This design comes from an exercise in tuning for small area, a short achievable clock period and few clock cycles per item on the open sky130 flow, not from production work. Function was not checked in any run shown here: the RTL went through the layout flow alone. Power is estimated from default activity; no workload was simulated.

`design/flow/run.sh`:
```
#!/bin/bash
# synth_recipe.tcl (not shown) runs the flow's synth.tcl, then flattens the netlist and writes it again
# the make line also repeats each setting of config.mk as NAME=value (left out here)
make -C /OpenROAD-flow-scripts/flow DESIGN_CONFIG=/design/flow/config.mk WORK_HOME=/design/flow/orfs CLKGATE_MAP_FILE= SYNTH_SCRIPT=/design/flow/synth_recipe.tcl finish
```
`design/flow/config.mk`:
```
export PLATFORM = sky130hd
export DESIGN_NAME = fx25_kiss_enc
export DESIGN_NICKNAME = fx25_kiss_enc
export VERILOG_FILES = /design/flow/design.v
export SDC_FILE = /design/flow/constraint.sdc
export NUM_CORES = 4
export LEC_CHECK = 0
export CAP_MARGIN = 20
export CORE_MARGIN = 2
export CORE_UTILIZATION = 40
export SLEW_MARGIN = 20
```
`design/flow/constraint.sdc`:
```
create_clock -name core_clock -period 5.0 [get_ports {clk}]
set_input_delay 1.0000 -clock core_clock [delete_from_list [all_inputs] [get_ports {clk}]]
set_output_delay 1.0000 -clock core_clock [all_outputs]
set_load 0.01 [all_outputs]
```
`design/flow/design.v`:
```
module crc16_ccitt (
    input  wire        clk,
    input  wire        init,    
    input  wire        en,      
    input  wire [7:0]  data_in,
    output reg  [15:0] crc,
    output reg  [15:0] crc_next
);
    function [15:0] crc_byte;
        input [15:0] c;
        input [7:0]  b;
        integer k;
        reg [15:0] r;
        begin
            r = c ^ {b, 8'h00};
            for (k = 0; k < 8; k = k + 1)
                r = r[15] ? ((r << 1) ^ 16'h1021) : (r << 1);
            crc_byte = r;
        end
    endfunction
    always @(*) begin
        if (init)
            crc_next = 16'hFFFF;
        else if (en)
            crc_next = crc_byte(crc, data_in);
        else
            crc_next = crc;
    end
    always @(posedge clk)
        crc <= crc_next;
endmodule
module rs_enc_255_223 (
    input  wire       clk,
    input  wire       en,
    input  wire       dat,
    input  wire [7:0] data_in,
    output wire [7:0] par_out
);
    function [7:0] gen_coef;
        input integer k;
        begin
            case (k)
                0:  gen_coef = 8'h01;  1:  gen_coef = 8'h5B;  2:  gen_coef = 8'h7F;
                3:  gen_coef = 8'h56;  4:  gen_coef = 8'h10;  5:  gen_coef = 8'h1E;
                6:  gen_coef = 8'h0D;  7:  gen_coef = 8'hEB;  8:  gen_coef = 8'h61;
                9:  gen_coef = 8'hA5;  10: gen_coef = 8'h08;  11: gen_coef = 8'h2A;
                12: gen_coef = 8'h36;  13: gen_coef = 8'h56;  14: gen_coef = 8'hAB;
                15: gen_coef = 8'h20;  16: gen_coef = 8'h71;  17: gen_coef = 8'h20;
                18: gen_coef = 8'hAB;  19: gen_coef = 8'h56;  20: gen_coef = 8'h36;
                21: gen_coef = 8'h2A;  22: gen_coef = 8'h08;  23: gen_coef = 8'hA5;
                24: gen_coef = 8'h61;  25: gen_coef = 8'hEB;  26: gen_coef = 8'h0D;
                27: gen_coef = 8'h1E;  28: gen_coef = 8'h10;  29: gen_coef = 8'h56;
                30: gen_coef = 8'h7F;  31: gen_coef = 8'h5B;
                default: gen_coef = 8'h01;
            endcase
        end
    endfunction
    function [7:0] gf_mul;
        input [7:0] a;
        input [7:0] b;
        integer k;
        reg [7:0] r;
        begin
            r = 8'h00;
            for (k = 7; k >= 0; k = k - 1) begin
                r = r[7] ? ((r << 1) ^ 8'h87) : (r << 1);
                if (b[k])
                    r = r ^ a;
            end
            gf_mul = r;
        end
    endfunction
    reg  [7:0] par [0:31];    
    wire [7:0] fb = (data_in ^ par[0]) & {8{dat}};
    assign par_out = par[0];
    integer j;
    always @(posedge clk) begin
        if (en) begin
            for (j = 0; j < 31; j = j + 1)
                par[j] <= par[j+1] ^ gf_mul(fb, gen_coef(31 - j));
            par[31] <= fb;
        end
    end
endmodule
module fx25_kiss_enc (
    input  wire        clk,
    input  wire        rst,
    input  wire        chunk_valid,
    output reg         chunk_ready,
    input  wire [7:0]  chunk_len,
    input  wire [47:0] dst_call,      
    input  wire [3:0]  dst_ssid,
    input  wire [47:0] src_call,      
    input  wire [3:0]  src_ssid,
    input  wire        in_valid,
    output reg         in_ready,
    input  wire [7:0]  in_data,
    output reg         out_valid,
    input  wire        out_ready,
    output reg  [7:0]  out_data,
    output reg         out_last,
    output reg  [15:0] skip_count
);
    localparam [3:0] S_IDLE  = 4'd0,
                     S_CMD   = 4'd1,
                     S_TAG   = 4'd2,
                     S_HDR   = 4'd3,
                     S_CTL   = 4'd4,
                     S_PID   = 4'd5,
                     S_PAY   = 4'd6,
                     S_FCS0  = 4'd7,
                     S_FCS1  = 4'd8,
                     S_PAD   = 4'd9,
                     S_PAR   = 4'd10,
                     S_FEND1 = 4'd11;
    localparam [7:0] FEND = 8'hC0, FESC = 8'hDB, TFEND = 8'hDC, TFESC = 8'hDD;
    localparam [7:0] MAX_PAYLOAD = 8'd150;
    reg [47:0] dst_call_r, src_call_r;
    reg [3:0]  dst_ssid_r, src_ssid_r;
    reg [7:0]  owed;         
    wire       have_desc = !chunk_ready;
    reg [1:0]  pb_n;
    reg [7:0]  pb0, pb1;
    reg [3:0]  phase;
    reg [7:0]  cnt;
    reg        cb_valid;
    reg [7:0]  cb;
    reg        cb_rs, cb_crc, cb_par, cb_cw, cb_last;
    reg        esc_pend, esc_fend;
    reg        fl_on;
    reg [4:0]  fl_cnt;
    reg        skip_evt;
    wire [15:0] crc, crc_next;
    wire [7:0]  par_out;
    function [7:0] tag_byte;
        input [2:0] i;
        begin
            case (i)
                3'd0: tag_byte = 8'hCC;  3'd1: tag_byte = 8'h8F;
                3'd2: tag_byte = 8'h8A;  3'd3: tag_byte = 8'hE4;
                3'd4: tag_byte = 8'h85;  3'd5: tag_byte = 8'hE2;
                3'd6: tag_byte = 8'h98;  default: tag_byte = 8'h01;
            endcase
        end
    endfunction
    reg [7:0] hdr_byte;
    always @(*) begin
        case (cnt[3:0])
            4'd0:  hdr_byte = {dst_call_r[46:40], 1'b0};
            4'd1:  hdr_byte = {dst_call_r[38:32], 1'b0};
            4'd2:  hdr_byte = {dst_call_r[30:24], 1'b0};
            4'd3:  hdr_byte = {dst_call_r[22:16], 1'b0};
            4'd4:  hdr_byte = {dst_call_r[14:8],  1'b0};
            4'd5:  hdr_byte = {dst_call_r[6:0],   1'b0};
            4'd6:  hdr_byte = {3'b011, dst_ssid_r, 1'b0};
            4'd7:  hdr_byte = {src_call_r[46:40], 1'b0};
            4'd8:  hdr_byte = {src_call_r[38:32], 1'b0};
            4'd9:  hdr_byte = {src_call_r[30:24], 1'b0};
            4'd10: hdr_byte = {src_call_r[22:16], 1'b0};
            4'd11: hdr_byte = {src_call_r[14:8],  1'b0};
            4'd12: hdr_byte = {src_call_r[6:0],   1'b0};
            default: hdr_byte = {3'b011, src_ssid_r, 1'b1};
        endcase
    end
    wire       advance = !out_valid || out_ready;
    wire       take    = cb_valid && advance && !esc_pend;
    wire [7:0] ob      = cb_par ? par_out : cb;
    wire       ob_fend = (ob == FEND);
    wire       ob_esc  = cb_cw && (ob_fend || (ob == FESC));
    wire pay_last = (owed == 8'd0) && (pb_n == 2'd1);
    wire pay_none = (owed == 8'd0) && (pb_n == 2'd0);
    reg  s_has;
    always @(*) begin
        case (phase)
            S_IDLE:  s_has = have_desc;
            S_HDR:   s_has = !fl_on;
            S_PAY:   s_has = (pb_n != 2'd0);
            default: s_has = 1'b1;
        endcase
    end
    wire s_ld      = (!cb_valid || take) && s_has;
    wire pop       = s_ld && (phase == S_PAY);
    wire push      = in_valid && in_ready;
    wire leave_pay = s_ld && (((phase == S_PID) && pay_none) ||
                              ((phase == S_PAY) && (owed == 8'd0) && (pb_n == 2'd1)));
    crc16_ccitt u_crc (
        .clk      (clk),
        .init     (s_ld && (phase == S_IDLE)),
        .en       (take && cb_crc),
        .data_in  (cb),
        .crc      (crc),
        .crc_next (crc_next)
    );
    rs_enc_255_223 u_rs (
        .clk     (clk),
        .en      ((take && (cb_rs || cb_par)) || fl_on),
        .dat     (cb_rs),
        .data_in (cb),
        .par_out (par_out)
    );
    reg [7:0] nb;
    reg       nb_rs, nb_crc, nb_par, nb_cw, nb_last;
    always @(*) begin
        nb = 8'h00; nb_rs = 1'b0; nb_crc = 1'b0; nb_par = 1'b0; nb_cw = 1'b1; nb_last = 1'b0;
        case (phase)
            S_IDLE:  begin nb = FEND; nb_cw = 1'b0; end
            S_CMD:   begin nb = 8'h00; nb_cw = 1'b0; end
            S_TAG:   nb = tag_byte(cnt[2:0]);
            S_HDR:   begin nb = hdr_byte; nb_rs = 1'b1; nb_crc = 1'b1; end
            S_CTL:   begin nb = 8'h03; nb_rs = 1'b1; nb_crc = 1'b1; end
            S_PID:   begin nb = 8'hF0; nb_rs = 1'b1; nb_crc = 1'b1; end
            S_PAY:   begin nb = pb0; nb_rs = 1'b1; nb_crc = 1'b1; end
            S_FCS0:  begin nb = ~crc_next[7:0]; nb_rs = 1'b1; end
            S_FCS1:  begin nb = ~crc[15:8]; nb_rs = 1'b1; end
            S_PAD:   begin nb = 8'h00; nb_rs = 1'b1; end
            S_PAR:   nb_par = 1'b1;
            default: begin nb = FEND; nb_cw = 1'b0; nb_last = 1'b1; end
        endcase
    end
    wire       accept_ok   = chunk_valid && chunk_ready && (chunk_len <= MAX_PAYLOAD);
    wire       cr_next     = accept_ok ? 1'b0 : (leave_pay ? 1'b1 : chunk_ready);
    wire [7:0] owed_next   = chunk_ready ? chunk_len : (owed - {7'd0, push});
    reg  [1:0] pb_n_next;
    always @(*) begin
        pb_n_next = pb_n;
        if (push && !pop)
            pb_n_next = pb_n + 2'd1;
        else if (pop && !push)
            pb_n_next = pb_n - 2'd1;
    end
    always @(posedge clk) begin
        if (chunk_ready) begin
            dst_call_r <= dst_call;
            dst_ssid_r <= dst_ssid;
            src_call_r <= src_call;
            src_ssid_r <= src_ssid;
        end
        owed <= owed_next;
        case (pb_n)
            2'd0: if (push) pb0 <= in_data;
            2'd1: begin
                      if (push && pop)  pb0 <= in_data;
                      if (push && !pop) pb1 <= in_data;
                  end
            default: if (pop) pb0 <= pb1;
        endcase
        if (s_ld) begin
            cb <= nb;
            cb_rs <= nb_rs; cb_crc <= nb_crc; cb_par <= nb_par; cb_cw <= nb_cw; cb_last <= nb_last;
        end
        if (take) begin
            out_data <= ob_esc ? FESC : ob;
            out_last <= cb_last;
            esc_fend <= ob_fend;
        end else if (advance && esc_pend) begin
            out_data <= esc_fend ? TFEND : TFESC;
            out_last <= 1'b0;
        end
        if (skip_evt && (skip_count != 16'hFFFF))
            skip_count <= skip_count + 16'd1;
        if (fl_on)
            fl_cnt <= fl_cnt + 5'd1;
        if (rst) begin
            chunk_ready <= 1'b1;
            in_ready    <= 1'b0;
            pb_n        <= 2'd0;
            phase       <= S_IDLE;
            cb_valid    <= 1'b0;
            cb_rs       <= 1'b0;
            cb_par      <= 1'b0;
            esc_pend    <= 1'b0;
            out_valid   <= 1'b0;
            skip_evt    <= 1'b0;
            skip_count  <= 16'd0;
            fl_on       <= 1'b1;
            fl_cnt      <= 5'd0;
        end else begin
            chunk_ready <= cr_next;
            in_ready    <= !cr_next && (owed_next != 8'd0) && (pb_n_next != 2'd2);
            pb_n        <= pb_n_next;
            skip_evt    <= chunk_valid && chunk_ready && (chunk_len > MAX_PAYLOAD);
            if (fl_on && (fl_cnt == 5'd31))
                fl_on <= 1'b0;
            if (s_ld)
                cb_valid <= 1'b1;
            else if (take)
                cb_valid <= 1'b0;
            if (advance) begin
                out_valid <= cb_valid || esc_pend;
                if (esc_pend)
                    esc_pend <= 1'b0;
                else if (cb_valid)
                    esc_pend <= ob_esc;
            end
            if (s_ld) begin
                cnt <= cnt + 8'd1;
                case (phase)
                    S_IDLE:  phase <= S_CMD;
                    S_CMD:   begin phase <= S_TAG; cnt <= 8'd0; end
                    S_TAG:   if (cnt[2:0] == 3'd7) begin phase <= S_HDR; cnt <= 8'd0; end
                    S_HDR:   if (cnt[3:0] == 4'd13) phase <= S_CTL;
                    S_CTL:   phase <= S_PID;
                    S_PID:   phase <= pay_none ? S_FCS0 : S_PAY;
                    S_PAY:   if (pay_last) phase <= S_FCS0;
                    S_FCS0:  phase <= S_FCS1;
                    S_FCS1:  phase <= S_PAD;
                    S_PAD:   if (cnt == 8'd222) begin phase <= S_PAR; cnt <= 8'd0; end
                    S_PAR:   if (cnt[4:0] == 5'd31) phase <= S_FEND1;
                    default: phase <= S_IDLE;
                endcase
            end
        end
    end
endmodule
```
==> reports/results.ini, run 1 <==
[timing]
clock_skew_ns=0.0381
fin_tns_setup_ns=0
hold_ws_ns=0.507
setup_ws_ns=1.79
max_slew_margin_pct=29.6
rsz0062_at_grt=no
period_share_pct=64.1
fin_crit_ns=3.21
hold_viol_final=0
drv_slew=0
final-setup-viol-count=0
worst_slew_pin_slew_ns=1.05
max_freq_ghz=0.312

[worst_setup_path]
cp-start-kind=flop
cp_max_fo=12
worstSetupPathType=reg -> reg
end_kind=flop
cp.arrival_ns=3.52
crit_required_ns=5.32

[final_layout]
synthToLayoutAreaGrowth_pct=18.9
num-fill-cells=4409
nets=1748
final_cells=2326
final-seq-area_mm2=0.0130
final_area_mm2=0.0243
drive_above_1_share_pct=9.32
multiInputGateArea_mm2=0.00715
postLayoutCoreUtil_pct=48.3

[drt]
ant_nets=0
num_vias=11700
avgViaCountPerCell=5.03
met3_length_um=2620
drt_wl_total_um=44000
routedWlPerCell_um=18.9
drt-pass1-iter-count=7
routed.top_layer=met5
drc_errors=0
drt-initial-drc-count=980
met1_length_um=21100
wl_met2_um=19500

[cts]
postCtsHoldBufs=0
htreeDepth=2
clkTransAtPathRegs_ns=0.06
clkLatencyLatePin_ns=0.60
cts_made_buffers=51
clockRootBuffer=clkbuf_16
cts_setup_buffers=0
cts_resized=0
cts_tree=built
clockBufferDepth=3
cts_num_sinks=453

[synthesis]
avgSynthCellArea_um2=14.2
ys_seq_area_share_pct=63.6
synth-seq-cells=453
yosys_warnings=4
synthDistinctLibCells=74
synthCells=1442
synthArstFlopShare_pct=0
syn_nets=1580
synth_ff_type=edfxtp_1
synth_edf_count=393
synth.cell_area_mm2=0.0204

[placement]
dpl_cell_area_mm2=0.0227
hpwl_um=30600
place_ws_ns=1.34
gp_congestion=0.825
numPortBuffers=140
dp.cells=2229

[die]
start_util_pct=40.6
fp.dieArea_mm2=0.0529
die_h_um=230
core_area_mm2=0.0503
io_pins=153
rows=82
chipWidth_um=230

[job]
maxCapViolCount=0

[run_status]
status=timing/DRC/antenna clean

[grt]
gr-total-overflow=0
grt_pass1_wl_um=68400
antenna_found_initial=3
grt_max_degree=86
grt_pass1_vias=11700
track_usage_pct=16.7

[power_and_ir_drop]
power_density_mw_per_mm2=776
power_mw=18.9
ir_drop_v=0.000435
leakage_nw=8.91

[min_path]
hold_path.class=reg -> reg

[kinds of logic (layout without fill, tap and decap cells)]
group                      Yosys count  after routing  share of synthesized area [%]
DFF                                453            453                           63.6
xor gates and xnor gates           415            415                           20.0
and+or+nand+nor                    293            293                           7.13
AOI/OAI and AO/OA                  170            170                           5.69
buffers and inverters               73            283                           1.47
muxes                               25             25                           1.31
adders and majority gates           13             13                          0.796
other                                0              2                              0
[path summary, 6_finish.rpt]
check,cells past startpoint,to,slack (ns),start
worst max-delay path,6,u_rs.par[0][4],1.79,cb[7]
worst min-delay path,2,fl_cnt[4],0.51,fl_cnt[4]
worst max register to register,6,u_rs.par[0][4],1.79,cb[7]
worst min register to register,2,fl_cnt[4],0.51,fl_cnt[4]
[cell usage in the layout, fill, tap and decap left out, drive strengths merged, types with 11 or more instances in the layout]
master	instances
dfxtp	60
nand2	96
edfxtp	393
nand2b	15
clkbuf	65
xnor2	231
nor2b	14
o211ai	14
nor2	68
o21ai	29
ha	13
xor2	176
nand3	23
a211oi	12
mux2i	14
nand4	13
clkinv	26
nor3	18
a21oi	38
clkdlybuf4s50	140
a22oi	26
mux2	11
buf	22
inv	25
[cell type report]
type	instances	share of cell area, %
Sequential cell	453	53.5
Multi-Input combinational cell	916	29.4
Timing Repair Buffer	162	6.71
Clock buffer	65	5.59
Tap cell	672	3.46
Clock inverter	30	0.819
Inverter	26	0.402
Antenna cell	2	0.0206
[cell usage after synthesis (all sizes together), types with 5 or more instances]
master	instances	area (µm²)
edfxtp	393	11800
xnor2	231	2210
xor2	176	1680
nand2	96	400
nor2	68	255
dfxtp	60	1200
a21oi	38	190
clkbuf	32	124
o21ai	29	145
a22oi	26	195
inv	24	90.1
nand3	23	115
nor3	18	95.1
buf	15	78.8
nand2b	15	93.8
mux2i	14	140
nor2b	14	87.6
o211ai	14	105
ha	13	163
nand4	13	81.3
a211oi	12	90.1
mux2	11	128
and3	10	62.6
a222oi	7	70.1
and2	7	43.8
a221oi	6	52.6
a31oi	6	37.5
or3	6	37.5
xnor3	6	136
nor4	5	31.3
o221ai	5	43.8
[worst max-delay path, stage by stage, from the launching register on]
cell	delay, ns
edfxtp_1	0.56
xnor2_4	0.47
xor2_4	0.39
nand2_1	0.61
xnor2_1	0.48
xnor2_2	0.18
xor2_1	0.22
[registers in the layout, summed over array words and instances (netlist names), 4 cells and up]
signal      count
pb0             8
out_data        8
skip_count     16
cb              8
src_call_r     42
dst_ssid_r      4
dst_call_r     42
src_ssid_r      4
phase           4
owed            8
fl_cnt          5
pb1             8
u_rs.par      256
cnt             8
u_crc.crc      16
[routing by layer]
layer	track usage [%]	up-vias
met5	0	-
met4	4.66	2
met1	24.5	5781
li1	-	5550
met2	25.1	299
met3	3.65	61
[where the power goes]
part,total [mW],internal (mW),switching (mW)
Clock,3.48,1.97,1.50
Sequential,7.32,6.46,0.859
Combinational,8.06,3.64,4.42
Total,18.9,12.1,6.78
==> inputs of run 2 (changes only) <==
--- a/design/flow/design.v
+++ b/design/flow/design.v
@@ -115,10 +115,8 @@
                      S_FEND1 = 4'd11;
     localparam [7:0] FEND = 8'hC0, FESC = 8'hDB, TFEND = 8'hDC, TFESC = 8'hDD;
     localparam [7:0] MAX_PAYLOAD = 8'd150;
-    reg [47:0] dst_call_r, src_call_r;
-    reg [3:0]  dst_ssid_r, src_ssid_r;
     reg [7:0]  owed;         
-    wire       have_desc = !chunk_ready;
+    wire       len_ok = (chunk_len <= MAX_PAYLOAD);
     reg [1:0]  pb_n;
     reg [7:0]  pb0, pb1;
     reg [3:0]  phase;
@@ -146,20 +144,20 @@
     reg [7:0] hdr_byte;
     always @(*) begin
         case (cnt[3:0])
-            4'd0:  hdr_byte = {dst_call_r[46:40], 1'b0};
-            4'd1:  hdr_byte = {dst_call_r[38:32], 1'b0};
-            4'd2:  hdr_byte = {dst_call_r[30:24], 1'b0};
-            4'd3:  hdr_byte = {dst_call_r[22:16], 1'b0};
-            4'd4:  hdr_byte = {dst_call_r[14:8],  1'b0};
-            4'd5:  hdr_byte = {dst_call_r[6:0],   1'b0};
-            4'd6:  hdr_byte = {3'b011, dst_ssid_r, 1'b0};
-            4'd7:  hdr_byte = {src_call_r[46:40], 1'b0};
-            4'd8:  hdr_byte = {src_call_r[38:32], 1'b0};
-            4'd9:  hdr_byte = {src_call_r[30:24], 1'b0};
-            4'd10: hdr_byte = {src_call_r[22:16], 1'b0};
-            4'd11: hdr_byte = {src_call_r[14:8],  1'b0};
-            4'd12: hdr_byte = {src_call_r[6:0],   1'b0};
-            default: hdr_byte = {3'b011, src_ssid_r, 1'b1};
+            4'd0:  hdr_byte = {dst_call[46:40], 1'b0};
+            4'd1:  hdr_byte = {dst_call[38:32], 1'b0};
+            4'd2:  hdr_byte = {dst_call[30:24], 1'b0};
+            4'd3:  hdr_byte = {dst_call[22:16], 1'b0};
+            4'd4:  hdr_byte = {dst_call[14:8],  1'b0};
+            4'd5:  hdr_byte = {dst_call[6:0],   1'b0};
+            4'd6:  hdr_byte = {3'b011, dst_ssid, 1'b0};
+            4'd7:  hdr_byte = {src_call[46:40], 1'b0};
+            4'd8:  hdr_byte = {src_call[38:32], 1'b0};
+            4'd9:  hdr_byte = {src_call[30:24], 1'b0};
+            4'd10: hdr_byte = {src_call[22:16], 1'b0};
+            4'd11: hdr_byte = {src_call[14:8],  1'b0};
+            4'd12: hdr_byte = {src_call[6:0],   1'b0};
+            default: hdr_byte = {3'b011, src_ssid, 1'b1};
         endcase
     end
     wire       advance = !out_valid || out_ready;
@@ -172,7 +170,7 @@
     reg  s_has;
     always @(*) begin
         case (phase)
-            S_IDLE:  s_has = have_desc;
+            S_IDLE:  s_has = chunk_valid && len_ok && !chunk_ready;
             S_HDR:   s_has = !fl_on;
             S_PAY:   s_has = (pb_n != 2'd0);
             default: s_has = 1'b1;
@@ -181,8 +179,6 @@
     wire s_ld      = (!cb_valid || take) && s_has;
     wire pop       = s_ld && (phase == S_PAY);
     wire push      = in_valid && in_ready;
-    wire leave_pay = s_ld && (((phase == S_PID) && pay_none) ||
-                              ((phase == S_PAY) && (owed == 8'd0) && (pb_n == 2'd1)));
     crc16_ccitt u_crc (
         .clk      (clk),
         .init     (s_ld && (phase == S_IDLE)),
@@ -217,9 +213,11 @@
             default: begin nb = FEND; nb_cw = 1'b0; nb_last = 1'b1; end
         endcase
     end
-    wire       accept_ok   = chunk_valid && chunk_ready && (chunk_len <= MAX_PAYLOAD);
-    wire       cr_next     = accept_ok ? 1'b0 : (leave_pay ? 1'b1 : chunk_ready);
-    wire [7:0] owed_next   = chunk_ready ? chunk_len : (owed - {7'd0, push});
+    wire       own         = (phase == S_CMD) || (phase == S_TAG) || (phase == S_HDR);
+    wire       hdr_done    = s_ld && (phase == S_HDR) && (cnt[3:0] == 4'd13);
+    wire       cr_next     = !chunk_ready &&
+                             (hdr_done || (!own && chunk_valid && !len_ok));
+    wire [7:0] owed_next   = (chunk_ready && len_ok) ? chunk_len : (owed - {7'd0, push});
     reg  [1:0] pb_n_next;
     always @(*) begin
         pb_n_next = pb_n;
@@ -229,13 +227,6 @@
             pb_n_next = pb_n - 2'd1;
     end
     always @(posedge clk) begin
-        if (chunk_ready) begin
-            dst_call_r <= dst_call;
-            dst_ssid_r <= dst_ssid;
-            src_call_r <= src_call;
-            src_ssid_r <= src_ssid;
-        end
-        owed <= owed_next;
         case (pb_n)
             2'd0: if (push) pb0 <= in_data;
             2'd1: begin
@@ -261,8 +252,9 @@
         if (fl_on)
             fl_cnt <= fl_cnt + 5'd1;
         if (rst) begin
-            chunk_ready <= 1'b1;
+            chunk_ready <= 1'b0;
             in_ready    <= 1'b0;
+            owed        <= 8'd0;
             pb_n        <= 2'd0;
             phase       <= S_IDLE;
             cb_valid    <= 1'b0;
@@ -276,7 +268,8 @@
             fl_cnt      <= 5'd0;
         end else begin
             chunk_ready <= cr_next;
-            in_ready    <= !cr_next && (owed_next != 8'd0) && (pb_n_next != 2'd2);
+            owed        <= owed_next;
+            in_ready    <= (owed_next != 8'd0) && (pb_n_next != 2'd2);
             pb_n        <= pb_n_next;
             skip_evt    <= chunk_valid && chunk_ready && (chunk_len > MAX_PAYLOAD);
             if (fl_on && (fl_cnt == 5'd31))
--- a/design/flow/config.mk
+++ b/design/flow/config.mk
@@ -8,4 +8,5 @@
 export CAP_MARGIN = 20
 export CORE_MARGIN = 2
 export CORE_UTILIZATION = 40
+export SETUP_SLACK_MARGIN = 2.5
 export SLEW_MARGIN = 20
==> reports/results.ini, run 2 <==
[die]
io_pins=153  ; unchanged
start_util_pct=40.4  ; -0.22 points
chipWidth_um=215  ; -6.5%
core_area_mm2=0.0441  ; -12%
die_h_um=215  ; -6.5%
fp.dieArea_mm2=0.0463  ; -12%
rows=77  ; -6.1%

[grt]
antenna_found_initial=0  ; -3
grt_pass1_wl_um=66500  ; -2.8%
use_met2_pct=29.4  ; +4.4 points
met1_usage_pct=26.4  ; +1.9 points
gr-total-overflow=0  ; unchanged
track_usage_pct=18.5  ; +1.8 points
busiest_layer=met2
grt_max_degree=57  ; -34%
met3_usage_pct=3.01  ; -0.63 points
grt_pass1_vias=11300  ; -3.8%

[run_status]
status=timing/DRC/antenna clean

[power_and_ir_drop]
power_density_mw_per_mm2=848  ; +9.3%
leakage_nw=9.06  ; +1.7%
ir_drop_v=0.000450  ; +3.4%

[worst_setup_path]
cp.arrival_ns=2.83  ; -0.69 ns
crit_required_ns=5.28  ; -0.04 ns
cp_max_fo=7  ; -5
end_kind=flop
reg2reg_from=cb[3]
cp-start-kind=flop
crit_path_start=cb[3]
worstSetupPathType=reg -> reg

[drt]
drt_wl_total_um=44000  ; about the same
avgViaCountPerCell=5.06  ; +0.69%
drc_errors=0  ; unchanged
drt-initial-drc-count=998  ; +1.8%
ant_nets=0  ; unchanged
num_vias=11400  ; -2.5%
routedWlPerCell_um=19.6  ; +3.3%
drt-pass1-iter-count=5  ; -2

[synthesis]
ys_top_cells_by_count=edfxtp_1, xor2_1, xnor2_1
netlist.area_leader.share_pct=50.7  ; -7.1 points
yosysTopAreaCell=edfxtp_1
synth.cell_area_mm2=0.0178  ; -13%
synthCells=1357  ; -5.9%
ys_seq_area_share_pct=57.4  ; -6.2 points
synth-seq-cells=361  ; -20%
synth_edf_count=301  ; -23%
synthArstFlopShare_pct=0  ; unchanged
syn_nets=1496  ; -5.3%
synth_ff_type=edfxtp_1
synth_area_leaders=edfxtp_1, xor2_1, xnor2_1, dfxtp_1, nor2_1
avgSynthCellArea_um2=13.1  ; -7.2%
synthDistinctLibCells=74  ; unchanged
yosys_warnings=4  ; unchanged
synth.most_common_cell=edfxtp_1

[timing]
drv_slew=0  ; unchanged
max_freq_ghz=0.391  ; +25%
rsz0062_at_grt=yes
worst_slew_pin_slew_ns=0.903  ; -0.145 ns
hold_viol_final=0  ; unchanged
clock_skew_ns=0.0180  ; -0.0201 ns
fin_tns_setup_ns=0  ; unchanged
period_share_pct=51.1  ; -13 points
max_slew_margin_pct=39.8  ; +10 points
final-setup-viol-count=0  ; unchanged
fin_crit_ns=2.55  ; -0.651 ns
setup_ws_ns=2.45  ; +0.651 ns

[final_layout]
biggestRegsByFlops=u_rs.par x256, skip_count x16, u_crc.crc x16
top_register=u_rs.par
drive_above_1_share_pct=22.1  ; +13 points
final_cells=2252  ; -3.2%
nets=1767  ; +1.1%
antenna_cells=0  ; -2
largest_register_ff_count=256  ; unchanged
synthToLayoutAreaGrowth_pct=30.9
final_cell_mix=edfxtp_1, xor2_1, xnor2_1
final_common_cell=edfxtp_1

[min_path]
hold_path.class=reg -> reg
holdCritStartpoint=pb_n[1]

[placement]
hpwl_um=27600  ; -9.7%
dp.cells=2048  ; -8.1%
numPortBuffers=140  ; unchanged
gp_congestion=0.834  ; +1.1%
place_ws_ns=1.32  ; -0.0276 ns

[cts]
clockRootBuffer=clkbuf_16
clkTransAtPathRegs_ns=0.06  ; about the same
cts_tree=built
clockBufferDepth=3  ; unchanged
htreeDepth=2  ; unchanged
cts_made_buffers=40  ; -22%
clkLatencyLatePin_ns=0.54  ; -0.06 ns
cts_num_sinks=361  ; -20%
postCtsHoldBufs=0  ; unchanged

[job]
maxCapViolCount=0  ; unchanged

run 2: worst paths after layout:
check                                 endpoint  slack (ns)  cells past startpoint
worst max register to register  u_rs.par[4][3]        2.45                      7
worst max-delay path            u_rs.par[4][3]        2.45                      7
worst min-delay path                   pb_n[1]        0.50                      2
worst min register to register         pb_n[1]        0.50                      2
run 2: area by class of cell:
class | instances | area, µm²
inverters | 26 | 116
fillers | 3795 | 20800
repair buffers | 281 | 2770
clock buffers | 58 | 1120
well taps | 592 | 741
flip-flops and latches | 361 | 10300
clock inverters | 16 | 115
multi-input cells | 918 | 8240
run 2: report_power, final:
group	total [mW]	switching (mW)	leakage, nW	internal (mW)
clock	2.80	1.19	0.608	1.61
combinational	10.4	5.33	4.79	5.08
sequential	6.60	0.868	3.66	5.74
run 2: stage by stage:
| step | utilization (%) | power [mW] | hold slack [ns] | cell area (µm²) |
|---|---|---|---|---|
| 2_1_floorplan | - | 12.7 | 0.460 | 18000 |
| 3_3_place_gp | 45.3 | 14.6 | 0.481 | 20000 |
| 3_5_place_dp | 45.3 | 14.7 | 0.476 | 20000 |
| 4_1_cts | 50.7 | 18.9 | 0.492 | 22400 |
| 5_1_grt | 52.9 | 21.0 | 0.529 | 23400 |
| 6_report | 52.9 | 19.8 | 0.501 | 23400 |
run 2: timing repair:
action,in CTS,in global routing
setup buffers,80,45
cloned,2,3
gates resized for setup,110,87
setup endpoints to repair,489,292
pin swaps,40,46
run 2: worst max-delay path, cell delays in order, from the launching register on:
cell and delay (ns):
edfxtp_1 0.51, xor2_4 0.26, buf_6 0.15, xor2_2 0.18
nand2_4 0.18, xnor3_4 0.65, xor2_4 0.21, xor2_1 0.14
run 2: metal layers:
layer / vias up / wire length, µm
met5: - / 0
met4: 0 / 1100
met3: 69 / 1840
met2: 268 / 20600
met1: 5674 / 20500
li1: 5388 / -
run 2: kinds of logic (layout without fill, tap and decap cells):
family                     count (synthesis)  in the layout  synth area share (%)
xor gates and xnor gates                 429            429                  23.7
and+or+nand+nor                          275            278                  7.63
AOI/OAI and AO/OA                        167            167                  6.67
muxes                                     30             30                  1.75
DFF                                      361            361                  57.4
buffers and inverters                     81            381                  1.85
adders and majority gates                 14             14                 0.982
==> inputs of run 3 (changes only) <==
--- a/design/flow/config.mk
+++ b/design/flow/config.mk
@@ -8,5 +8,5 @@
 export CAP_MARGIN = 20
 export CORE_MARGIN = 2
 export CORE_UTILIZATION = 40
-export SETUP_SLACK_MARGIN = 2.5
+export SETUP_SLACK_MARGIN = 3.0
 export SLEW_MARGIN = 20
==> reports/results.ini, run 3 <==
[timing]
rsz0062_at_grt=yes
fin_crit_ns=2.59  ; +0.0365 ns
hold_viol_final=0  ; unchanged
fin_tns_setup_ns=0  ; unchanged
period_share_pct=51.8  ; +0.73 points
final-setup-viol-count=0  ; unchanged
max_slew_margin_pct=36.4  ; -3.4 points
drv_slew=0  ; unchanged
worst_slew_pin_slew_ns=0.950  ; +0.0469 ns
max_freq_ghz=0.386  ; -1.4%
clock_skew_ns=0.0204  ; +0.00249 ns

[final_layout]
largest_register_ff_count=256  ; unchanged
synthToLayoutAreaGrowth_pct=49.9
final_area_mm2=0.0267  ; +14%
antenna_cells=0  ; unchanged
drive_above_1_share_pct=37.3  ; +15 points
top_register=u_rs.par
nets=1922  ; +8.8%
final_cell_mix=edfxtp_1, xor2_1, buf_4
final_common_cell=edfxtp_1
biggestRegsByFlops=u_rs.par x256, skip_count x16, u_crc.crc x16

[worst_setup_path]
cp-start-kind=flop
end_kind=flop
path_cells=xor2_4 > buf_6 > xor2_4 > nand2_4 > buf_12 > xnor3_4 > xor2_2 > xor2_1
crit_family=XOR/XNOR gates
cp_max_fo=7  ; unchanged
cp_common_cell=xor2_4
critPathMaxStageDelay_ns=0.57  ; -0.08 ns
worstSetupPathType=reg -> reg
reg2reg_from=cb[3]
crit_required_ns=5.30  ; +0.02 ns
cp.arrival_ns=2.89  ; +0.06 ns
r2r_end=u_rs.par[4][3]
reg2regPathDepth=8  ; +1
slowest_stage=xnor3_4
crit_buf_inv=2  ; +1
reg2reg_slack_ns=2.41  ; -0.04 ns

[die]
rows=77  ; unchanged
core_area_mm2=0.0441  ; unchanged
start_util_pct=40.4  ; unchanged
die_h_um=215  ; unchanged
io_pins=153  ; unchanged
fp.dieArea_mm2=0.0463  ; unchanged
chipWidth_um=215  ; unchanged

[power_and_ir_drop]
intPower_mw=15.1  ; +21%
power.share.combinational_pct=61.0  ; +8.4 points
p_switching_mw=9.16  ; +24%
p_sw_share_pct=37.8  ; +0.48 points
clock_power_share_pct=11.5  ; -2.6 points
ir_drop_v=0.000525  ; +17%
power_mw=24.2  ; +22%
seq_power_share_pct=27.4  ; -5.9 points
leakage_nw=10.5  ; +16%
power_density_mw_per_mm2=907  ; +6.9%

[synthesis]
ys_seq_area_share_pct=57.4  ; unchanged
synth.cell_area_mm2=0.0178  ; unchanged
synth_edf_count=301  ; unchanged
avgSynthCellArea_um2=13.1  ; unchanged
yosys_warnings=4  ; unchanged
synth.most_common_cell=edfxtp_1
yosysTopAreaCell=edfxtp_1
synth_ff_type=edfxtp_1
synthArstFlopShare_pct=0  ; unchanged
synthCells=1357  ; unchanged
ys_top_cells_by_count=edfxtp_1, xor2_1, xnor2_1
synth_area_leaders=edfxtp_1, xor2_1, xnor2_1, dfxtp_1, nor2_1
syn_nets=1496  ; unchanged
synthDistinctLibCells=74  ; unchanged
netlist.area_leader.share_pct=50.7  ; unchanged
synth-seq-cells=361  ; unchanged

[grt]
grt_pass1_vias=11800  ; +4.3%
grt_max_degree=46  ; -19%
grt_pass1_wl_um=69100  ; +3.9%
use_met2_pct=31.4  ; +2.0 points
met1_usage_pct=26.7  ; +0.28 points
busiest_layer=met2
track_usage_pct=19.3  ; +0.83 points
met3_usage_pct=3.13  ; +0.11 points
gr-total-overflow=0  ; unchanged
antenna_found_initial=0  ; unchanged

[drt]
drc_errors=0  ; unchanged
avgViaCountPerCell=5.06  ; about the same
drt-pass1-iter-count=5  ; unchanged
drt_wl_total_um=50200  ; +14%
routedWlPerCell_um=20.8  ; +6.6%
num_vias=12200  ; +6.8%
drt-initial-drc-count=994  ; -0.40%
ant_nets=0  ; unchanged

[placement]
dpl_cell_area_mm2=0.0206  ; +3.0%
hpwl_um=27500  ; -0.53%
gp_congestion=0.809  ; -3.0%
numPortBuffers=140  ; unchanged

[min_path]
holdCritStartpoint=cb_valid
hold_depth=2  ; unchanged
hold_path.class=reg -> reg
whs_endpoint=out_valid

[cts]
clockBufferDepth=3  ; unchanged
clkLatencyLatePin_ns=0.56  ; +0.02 ns
postCtsHoldBufs=0  ; unchanged
htreeDepth=2  ; unchanged
cts_tree=built
clkTransAtPathRegs_ns=0.06  ; about the same
clockRootBuffer=clkbuf_16
cts_made_buffers=40  ; unchanged
cts_num_sinks=361  ; unchanged

[job]
maxCapViolCount=0  ; unchanged

[run_status]
status=timing/DRC/antenna clean

[run 3: cell type report]
class,instances,area [µm²]
fillers,3340,17400
flip-flops and latches,361,10300
multi-input cells,918,9670
repair buffers,436,4680
clock buffers,51,1060
well taps,592,741
clock inverters,22,146
inverters,26,125
[run 3: repair_timing]
item,CTS,global route
resized for setup,381,213
endpoints found under the setup margin,578,316
gates cloned,9,1
buffers inserted,173,109
pin swaps,91,133
[run 3: kinds of logic after synthesis]
kind of cell             count (synthesis)  synth area share, %
adder cells (fa/ha/maj)                 14                0.982
buffers and inverters                   81                 1.85
flip-flops                             361                 57.4
AO/OA/AOI/OAI                          167                 6.67
multiplexers                            30                 1.75
AND/OR/NAND/NOR                        275                 7.63
XOR/XNOR                               429                 23.7
[run 3: power by group through the flow]
stage	Sequential (mW)	Combinational (mW)	Clock, mW
after global routing	6.78	15.6	2.96
after floorplan	6.33	7.13	0
final	6.65	14.8	2.79
after detailed placement	6.58	8.80	0
after global placement	6.59	8.69	0
after CTS	6.57	11.6	2.84
[run 3: stage by stage]
| stage | utilization (%) | setup WS, ns | hold slack [ns] | cells |
|---|---|---|---|---|
| 2_1_floorplan | - | 1.38 | 0.460 | 1357 |
| 3_5_place_dp | 46.6 | 1.40 | 0.475 | 2041 |
| 3_3_place_gp | 46.6 | 1.45 | 0.479 | 2041 |
| 6_report | 60.6 | 2.41 | 0.503 | 2406 |
| 4_1_cts | 55.9 | 2.54 | 0.493 | 2296 |
| 5_1_grt | 60.6 | 2.35 | 0.529 | 2406 |
[run 3: metal layers]
metal | up-vias | wire length (µm)
met5 | - | 0
met4 | 0 | 1690
met3 | 94 | 1860
met2 | 295 | 25100
met1 | 6106 | 21600
li1 | 5683 | -
[run 3: tightest hold or removal path: stages, from the launching register on]
cell and delay, ns:
dfxtp_1 0.34, inv_1 0.06, a21oi_1 0.06
[run 3: worst max path at each step]
stage | start | cells after the start | end | slack (ns)
floorplan | out_ready | 6 | u_rs.par[0][0] | 1.38
global placement | out_ready | 8 | cb[7] | 1.45
detailed placement | out_ready | 8 | cb[7] | 1.40
CTS | cb[3] | 8 | u_rs.par[18][2] | 2.54
global route | cb[3] | 8 | u_rs.par[26][3] | 2.35
finish | cb[3] | 8 | u_rs.par[4][3] | 2.41
==> inputs of run 4 (changes only) <==
--- a/design/flow/design.v
+++ b/design/flow/design.v
@@ -32,8 +32,8 @@
 module rs_enc_255_223 (
     input  wire       clk,
     input  wire       en,
-    input  wire       dat,
-    input  wire [7:0] data_in,
+    input  wire       dat_nx,
+    input  wire [7:0] data_nx,
     output wire [7:0] par_out
 );
     function [7:0] gen_coef;
@@ -71,10 +71,12 @@
         end
     endfunction
     reg  [7:0] par [0:31];    
-    wire [7:0] fb = (data_in ^ par[0]) & {8{dat}};
+    reg  [7:0] fb;            
     assign par_out = par[0];
+    wire [7:0] par0_nx = en ? (par[1] ^ gf_mul(fb, gen_coef(31))) : par[0];
     integer j;
     always @(posedge clk) begin
+        fb <= (data_nx ^ par0_nx) & {8{dat_nx}};
         if (en) begin
             for (j = 0; j < 31; j = j + 1)
                 par[j] <= par[j+1] ^ gf_mul(fb, gen_coef(31 - j));
@@ -124,6 +126,8 @@
     reg        cb_valid;
     reg [7:0]  cb;
     reg        cb_rs, cb_crc, cb_par, cb_cw, cb_last;
+    wire [7:0] cb_nx;        
+    wire       cb_rs_nx;
     reg        esc_pend, esc_fend;
     reg        fl_on;
     reg [4:0]  fl_cnt;
@@ -190,8 +194,8 @@
     rs_enc_255_223 u_rs (
         .clk     (clk),
         .en      ((take && (cb_rs || cb_par)) || fl_on),
-        .dat     (cb_rs),
-        .data_in (cb),
+        .dat_nx  (cb_rs_nx),
+        .data_nx (cb_nx),
         .par_out (par_out)
     );
     reg [7:0] nb;
@@ -213,6 +217,8 @@
             default: begin nb = FEND; nb_cw = 1'b0; nb_last = 1'b1; end
         endcase
     end
+    assign cb_nx    = s_ld ? nb : cb;
+    assign cb_rs_nx = !rst && (s_ld ? nb_rs : cb_rs);
     wire       own         = (phase == S_CMD) || (phase == S_TAG) || (phase == S_HDR);
     wire       hdr_done    = s_ld && (phase == S_HDR) && (cnt[3:0] == 4'd13);
     wire       cr_next     = !chunk_ready &&
@@ -235,9 +241,10 @@
                   end
             default: if (pop) pb0 <= pb1;
         endcase
+        cb    <= cb_nx;
+        cb_rs <= cb_rs_nx;
         if (s_ld) begin
-            cb <= nb;
-            cb_rs <= nb_rs; cb_crc <= nb_crc; cb_par <= nb_par; cb_cw <= nb_cw; cb_last <= nb_last;
+            cb_crc <= nb_crc; cb_par <= nb_par; cb_cw <= nb_cw; cb_last <= nb_last;
         end
         if (take) begin
             out_data <= ob_esc ? FESC : ob;
@@ -258,7 +265,6 @@
             pb_n        <= 2'd0;
             phase       <= S_IDLE;
             cb_valid    <= 1'b0;
-            cb_rs       <= 1'b0;
             cb_par      <= 1'b0;
             esc_pend    <= 1'b0;
             out_valid   <= 1'b0;
--- a/design/flow/config.mk
+++ b/design/flow/config.mk
@@ -8,5 +8,5 @@
 export CAP_MARGIN = 20
 export CORE_MARGIN = 2
 export CORE_UTILIZATION = 40
-export SETUP_SLACK_MARGIN = 3.0
+export SETUP_SLACK_MARGIN = 2.9
 export SLEW_MARGIN = 20
==> reports/results.ini, run 4 <==
[synthesis]
netlist.area_leader.share_pct=49.7  ; -1.0 points
synth_adder_area_share_pct=0.989  ; +0.0068 points
synth.cell_area_mm2=0.0177  ; -0.69%
synthXorXnorAreaFrac_pct=21.5  ; -2.2 points
synthCells=1367  ; +0.74%
synth_edf_count=293  ; -2.7%
muxShareOfSynthArea_pct=2.28  ; +0.53 points
synth_top_family_by_area=XOR/XNOR gates
synth.most_common_cell=xnor2_1
synth_ff_type=edfxtp_1
synth_compound_area_share_pct=7.11  ; +0.44 points
synth-seq-cells=369  ; +2.2%
yosys.area_share.simple_pct=7.73  ; +0.10 points
avgSynthCellArea_um2=13.0  ; -1.4%
syn_nets=1506  ; +0.67%
ys_seq_area_share_pct=58.3  ; +0.85 points
yosys_warnings=4  ; unchanged
synthDistinctLibCells=69  ; -6.8%
synthArstFlopShare_pct=0  ; unchanged
yosysTopAreaCell=edfxtp_1
ys_top_cells_by_count=xnor2_1, edfxtp_1, xor2_1
synth_area_leaders=edfxtp_1, xnor2_1, dfxtp_1, xor2_1, mux2i_1

[final_layout]
final_cell_mix=edfxtp_1, xnor2_1, buf_4
biggestRegsByFlops=u_rs.par x256, skip_count x16, u_crc.crc x16
final_common_cell=edfxtp_1
top_register=u_rs.par
postLayoutCoreUtil_pct=53.8  ; -6.8 points
largest_register_ff_count=256  ; unchanged
drive_above_1_share_pct=27.1  ; -10 points
antenna_cells=0  ; unchanged
nets=1790  ; -6.9%
synthToLayoutAreaGrowth_pct=33.3

[timing]
hold_viol_final=0  ; unchanged
max_freq_ghz=0.397  ; +3.0%
clock_skew_ns=0.0121  ; -0.00837 ns
max_slew_margin_pct=35.5  ; -0.92 points
rsz0062_at_grt=yes
period_share_pct=50.3  ; -1.5 points
worst_slew_pin_slew_ns=0.964  ; +0.0138 ns
fin_crit_ns=2.52  ; -0.0756 ns
final-setup-viol-count=0  ; unchanged
setup_ws_ns=2.48  ; +0.0756 ns
drv_slew=0  ; unchanged

[job]
maxCapViolCount=0  ; unchanged

[power_and_ir_drop]
power_density_mw_per_mm2=507  ; -44%
leakage_nw=8.99  ; -14%
power.share.combinational_pct=32.0  ; -29 points
ir_drop_v=0.000282  ; -46%
p_sw_share_pct=30.7  ; -7.1 points
seq_power_share_pct=42.2  ; +15 points
intPower_mw=8.29  ; -45%
p_switching_mw=3.67  ; -60%
clock_power_share_pct=25.8  ; +14 points

[min_path]
hold_path.class=reg -> reg
hold_depth=2  ; unchanged
whs_endpoint=skip_count[10]
holdCritStartpoint=skip_count[10]

[die]
chipWidth_um=214  ; -0.34%
core_area_mm2=0.0439  ; -0.44%
fp.dieArea_mm2=0.0460  ; -0.67%
rows=77  ; unchanged
io_pins=153  ; unchanged
start_util_pct=40.3  ; -0.10 points
die_h_um=214  ; -0.34%

[worst_setup_path]
crit_required_ns=5.46  ; +0.16 ns
cp-start-kind=flop
reg2reg_from=cnt[1]
worstSetupPathType=reg -> reg
cp_max_fo=8  ; +1
end_kind=flop
cp.arrival_ns=2.98  ; +0.09 ns
reg2regPathDepth=10  ; +2
reg2reg_slack_ns=2.48  ; +0.08 ns
r2r_end=u_rs.fb[0]

[cts]
clockRootBuffer=clkbuf_16
cts_made_buffers=41  ; +2.5%
clockBufferDepth=3  ; unchanged
cts_tree=built
cts_num_sinks=369  ; +2.2%
htreeDepth=2  ; unchanged
postCtsHoldBufs=0  ; unchanged
clkLatencyLatePin_ns=0.57  ; about the same
clkTransAtPathRegs_ns=0.06  ; about the same

[drt]
drt-pass1-iter-count=6  ; +1
drt_wl_total_um=44200  ; -12%
ant_nets=0  ; unchanged
num_vias=11700  ; -3.9%
avgViaCountPerCell=5.14  ; +1.6%
drc_errors=0  ; unchanged
drt-initial-drc-count=938  ; -5.6%
routedWlPerCell_um=19.4  ; -6.9%

[grt]
grt_pass1_vias=11800  ; +0.20%
met1_usage_pct=25.9  ; -0.76 points
busiest_layer=met2
grt_max_degree=68  ; +48%
met3_usage_pct=3.29  ; +0.16 points
gr-total-overflow=0  ; unchanged
use_met2_pct=31.0  ; -0.39 points
antenna_found_initial=2  ; +2
grt_pass1_wl_um=68200  ; -1.4%
track_usage_pct=19.0  ; -0.34 points

[run_status]
status=timing/DRC/antenna clean

[placement]
place_ws_ns=1.44  ; +0.0454 ns
numPortBuffers=140  ; unchanged
gp_congestion=0.863  ; +6.7%
hpwl_um=27600  ; +0.66%

run 4: cell count changes after synthesis, sizes merged, moves of 14 or more:
cell   delta
xnor2   +114
xor2    -119
nor2     -14
buf      +14
nand3    +16
dfxtp    +16
nand2    -22
run 4: power by group through the flow:
stage / registers [mW] / clock network (mW) / logic (mW)
6_report: 5.05 / 3.09 / 3.83
5_1_grt: 5.14 / 3.27 / 4.13
4_1_cts: 5.04 / 3.17 / 3.59
3_5_place_dp: 5.12 / 0 / 2.81
3_3_place_gp: 5.11 / 0 / 2.78
2_1_floorplan: 4.94 / 0 / 2.19
run 4: how the worst max path moves through the flow:
stage / start / end / slack, ns / cells after the start
6_report: cnt[1] / u_rs.fb[0] / 2.48 / 10
5_1_grt: cnt[1] / u_rs.fb[5] / 2.35 / 11
4_1_cts: cnt[1] / u_rs.fb[0] / 2.49 / 10
3_5_place_dp: out_ready / u_rs.fb[7] / 1.44 / 9
3_3_place_gp: out_ready / u_rs.fb[7] / 1.46 / 9
2_1_floorplan: out_ready / u_rs.par[0][0] / -0.93 / 5
run 4: cell families after synthesis:
| family | Yosys count |
|---|---|
| xor+xnor | 415 |
| buf+inv | 83 |
| fa+ha+maj | 14 |
| mux | 39 |
| compound gates | 179 |
| flops | 369 |
| simple gates | 268 |
run 4: what timing repair did:
action | in CTS | in global routing
setup buffers | 99 | 31
resized for setup | 333 | 67
endpoints found under the setup margin | 524 | 258
gates cloned | 5 | 2
pin swaps | 58 | 51
run 4: per-stage QoR:
stage               instance area, µm²  hold WS (ns)  setup TNS [ns]  total power [mW]  instances
global route                     23600         0.533               0              12.6       2276
floorplan                        18000         0.403         -240.70              7.13       1367
detailed placement               20000         0.502               0              7.93       2063
global placement                 20000         0.484               0              7.89       2063
CTS                              23000         0.506               0              11.8       2243
finish                           23600         0.500               0              12.0       2276
run 4: critical path: stages, from the launching register on:
cell       delay, ns
edfxtp_1        0.51
buf_6           0.18
ha_4            0.19
or3_4           0.36
a2111oi_4       0.35
buf_4           0.22
a31oi_4         0.05
nand4_1         0.16
a22o_1          0.17
xor2_1          0.14
nor2_1          0.05
run 4: cell type report:
class,instances,area [µm²]
Multi-Input combinational cell,916,8120
Tap cell,592,741
Clock buffer,59,1160
Sequential cell,369,10400
Timing Repair Buffer,298,2860
Inverter,24,115
Timing Repair inverter,1,11.3
Clock inverter,17,204
Fill cell,3740,20300
run 4: layer usage:
metal / share of wire, % / wire length [µm] / vias to the layer above
li1: - / - / 5488
met1: 44 / 19600 / 5770
met2: 48 / 21200 / 351
met3: 5.1 / 2240 / 94
met4: 2.6 / 1130 / 2
met5: 0.029 / 13 / -
==> inputs of run 5 (changes only) <==
--- a/design/flow/config.mk
+++ b/design/flow/config.mk
@@ -8,5 +8,5 @@
 export CAP_MARGIN = 20
 export CORE_MARGIN = 2
 export CORE_UTILIZATION = 40
-export SETUP_SLACK_MARGIN = 2.9
+export SETUP_SLACK_MARGIN = 2.6
 export SLEW_MARGIN = 20
==> reports/results.ini, run 5 <==
[placement]
gp_congestion=0.841  ; -2.5%
dp.cells=2065  ; +0.097%
hpwl_um=27100  ; -2.0%
numPortBuffers=140  ; unchanged

[die]
die_h_um=214  ; unchanged
fp.dieArea_mm2=0.0460  ; unchanged
core_area_mm2=0.0439  ; unchanged
start_util_pct=40.3  ; unchanged
io_pins=153  ; unchanged
rows=77  ; unchanged
chipWidth_um=214  ; unchanged

[power_and_ir_drop]
p_sw_share_pct=30.3  ; -0.33 points
power.share.combinational_pct=28.5  ; -3.5 points
power_density_mw_per_mm2=509  ; +0.55%
intPower_mw=7.91  ; -4.6%
leakage_nw=8.42  ; -6.4%
p_switching_mw=3.45  ; -6.1%
ir_drop_v=0.000283  ; +0.10%
clock_power_share_pct=26.8  ; +1.0 points
seq_power_share_pct=44.7  ; +2.5 points

[final_layout]
final_cell_mix=xnor2_1, edfxtp_1, clkdlybuf4s50_1
postLayoutCoreUtil_pct=50.7  ; -3.0 points
biggestRegsByFlops=u_rs.par x256, skip_count x16, u_crc.crc x16
multiInputGateArea_mm2=0.00764  ; -5.9%
final_cells=2192  ; -3.7%
synthToLayoutAreaGrowth_pct=25.9
largest_register_ff_count=256  ; unchanged
top_register=u_rs.par
final-seq-area_mm2=0.0104  ; -0.47%
drive_above_1_share_pct=17.4  ; -9.6 points
final_common_cell=xnor2_1
antenna_cells=0  ; unchanged
nets=1707  ; -4.6%
num-fill-cells=3882  ; +3.8%

[synthesis]
netlist.area_leader.share_pct=49.7  ; unchanged
synth-seq-cells=369  ; unchanged
synthArstFlopShare_pct=0  ; unchanged
syn_nets=1506  ; unchanged
synth_area_leaders=edfxtp_1, xnor2_1, dfxtp_1, xor2_1, mux2i_1
ys_top_cells_by_count=xnor2_1, edfxtp_1, xor2_1
ys_seq_area_share_pct=58.3  ; unchanged
synth.most_common_cell=xnor2_1
synthCells=1367  ; unchanged
yosysTopAreaCell=edfxtp_1
synthDistinctLibCells=69  ; unchanged
yosys_warnings=4  ; unchanged
avgSynthCellArea_um2=13.0  ; unchanged
synth.cell_area_mm2=0.0177  ; unchanged
synth_ff_type=edfxtp_1
synth_edf_count=293  ; unchanged

[timing]
period_share_pct=50.4  ; +0.055 points
clock_skew_ns=0.0224  ; +0.0103 ns
hold_ws_ns=0.494  ; -0.00541 ns
worst_slew_pin_slew_ns=0.920  ; -0.0443 ns
max_freq_ghz=0.397  ; -0.11%
rsz0062_at_grt=yes
final-setup-viol-count=0  ; unchanged
fin_crit_ns=2.52  ; +0.00273 ns
drv_slew=0  ; unchanged
hold_viol_final=0  ; unchanged
max_slew_margin_pct=38.7  ; +3.2 points

[worst_setup_path]
crit_required_ns=5.44  ; -0.02 ns
end_kind=flop
reg2reg_from=cnt[0]
r2r_end=u_rs.fb[3]
cp_max_fo=5  ; -3
worstSetupPathType=reg -> reg
cp.arrival_ns=2.95  ; -0.03 ns
crit_path_start=cnt[0]
cp-start-kind=flop
reg2reg_slack_ns=2.48  ; about the same
reg2regPathDepth=9  ; -1

[min_path]
whs_endpoint=in_ready
hold_depth=1  ; -1
hold_path.class=reg -> reg
holdCritStartpoint=pb_n[0]

[drt]
num_vias=11100  ; -4.9%
drt_wl_total_um=42000  ; -4.9%
drc_errors=0  ; unchanged
drt-pass1-iter-count=5  ; -1
drt-initial-drc-count=771  ; -18%
avgViaCountPerCell=5.08  ; -1.2%
routedWlPerCell_um=19.2  ; -1.2%
ant_nets=0  ; unchanged

[cts]
clockBufferDepth=3  ; unchanged
clockRootBuffer=clkbuf_16
cts_tree=built
postCtsHoldBufs=0  ; unchanged
cts_made_buffers=40  ; -2.4%
htreeDepth=2  ; unchanged
clkLatencyLatePin_ns=0.55  ; -0.02 ns
cts_num_sinks=369  ; unchanged
clkTransAtPathRegs_ns=0.06  ; about the same

[job]
maxCapViolCount=0  ; unchanged

[grt]
grt_max_degree=110  ; +62%
grt_pass1_wl_um=65700  ; -3.6%
track_usage_pct=18.3  ; -0.70 points
grt_pass1_vias=11400  ; -3.5%
gr-total-overflow=0  ; unchanged
antenna_found_initial=2  ; unchanged

[run_status]
status=timing/DRC/antenna clean

-- run 5: cell families (layout without fill, tap and decap cells) --
| family | count (synthesis) | in the layout | share of synthesized area, % |
|---|---|---|---|
| AO/OA/AOI/OAI | 179 | 179 | 7.11 |
| XOR/XNOR | 415 | 415 | 21.5 |
| adder cells (fa/ha/maj) | 14 | 14 | 0.989 |
| AND/OR/NAND/NOR | 268 | 268 | 7.73 |
| multiplexers | 39 | 39 | 2.28 |
| flip-flops | 369 | 369 | 58.3 |
| buffers and inverters | 83 | 316 | 2.08 |
-- run 5: through the flow --
step | TNS [ns] | worst slack (ns) | total power, mW | area, µm²
after floorplan | -240.70 | -0.930 | 7.08 | 17900
after CTS | 0 | 2.51 | 11.3 | 22100
after global routing | 0 | 2.35 | 11.9 | 22300
final | 0 | 2.48 | 11.4 | 22300
after global placement | 0 | 1.36 | 7.83 | 19900
after detailed placement | 0 | 1.34 | 7.88 | 19900
-- run 5: critical path, cell delays in order (launching register included) --
cell and delay, ns:
edfxtp_1 0.46, buf_6 0.16, ha_4 0.18, or3_4 0.41, a2111oi_4 0.39, a222oi_1 0.24, a21oi_1 0.23, a211o_1 0.16
xor2_1 0.14, nor2_1 0.05
-- run 5: layer usage --
metal / vias up / track usage (%) / wire [µm]
met5: - / 0 / 12
met4: 2 / 4.88 / 893
met3: 68 / 3.18 / 1970
met2: 264 / 29.6 / 19700
met1: 5496 / 25.6 / 19400
li1: 5305 / - / -
-- run 5: worst max-delay path by stage --
stage                      to  slack (ns)  cells past startpoint
4_1_cts            u_rs.fb[3]        2.51                      9
3_5_place_dp   u_rs.par[6][7]        1.34                      8
3_3_place_gp   u_rs.par[6][7]        1.36                      8
6_report           u_rs.fb[3]        2.48                      9
2_1_floorplan  u_rs.par[0][0]       -0.93                      5
5_1_grt            u_rs.fb[3]        2.35                      9
-- run 5: power by group through the flow --
stage | combinational, mW | clock, mW | sequential (mW)
after CTS | 3.15 | 3.10 | 5.07
final | 3.23 | 3.04 | 5.08
after detailed placement | 2.76 | 0 | 5.12
after floorplan | 2.14 | 0 | 4.93
after global routing | 3.53 | 3.23 | 5.17
after global placement | 2.72 | 0 | 5.11
-- run 5: area by class of cell --
cell class	instances	area share [%]
multi-input combinational	915	34.3
tap	592	3.32
clock buffer	47	4.79
clock inverter	27	1.23
sequential	369	46.4
inverter	24	0.533
timing repair buffer	218	9.41
-- run 5: what timing repair did --
item / in CTS / in global routing
setup buffers: 43 / 7
gates resized for setup: 160 / 30
cloned: 2 / 1
hold endpoints to repair: 0 / 0
pin swaps: 41 / 16
endpoints found under the setup margin: 428 / 175

## afterwards: timing with drivers on the ports
In the flow no input, the clock included, has a driving cell. The finished layouts below were timed again as built, in two steps.
Step 1: set_driving_cell puts a clkbuf_16 on clk and a buf_2 on each other input, an assumption about the parent block.
Step 2 moves the port delays by t, midway between the first and last clock arrival at a register: inputs arrive t later, outputs are due t later. That takes back most of the time a late clock gives input paths.
Three values: ideal, step 1, step 2; two values: the first two.
| run | t, ns | setup WS [ns] | worst hold slack (ns) |
|---|---|---|---|
| run 1 | 0.636 | 1.794 / 1.794 / 1.319 | 0.507 / 0.507 / 0.507 |
| run 2 | 0.582 | 2.445 / 2.445 / 1.984 | 0.501 / 0.501 / 0.501 |
| run 3 | 0.597 | 2.408 / 2.408 / 2.081 | 0.503 / 0.503 / 0.503 |
| run 4 | 0.618 | 2.484 / 2.484 / 2.011 | 0.500 / 0.500 / 0.500 |
| run 5 | 0.589 | 2.481 / 2.481 / 2.021 | 0.494 / 0.494 / 0.494 |
After both steps every run listed still meets setup and hold. The setup slack of run 1, which loses most, moves by 0.000 ns with the drivers and by -0.475 ns with both steps.
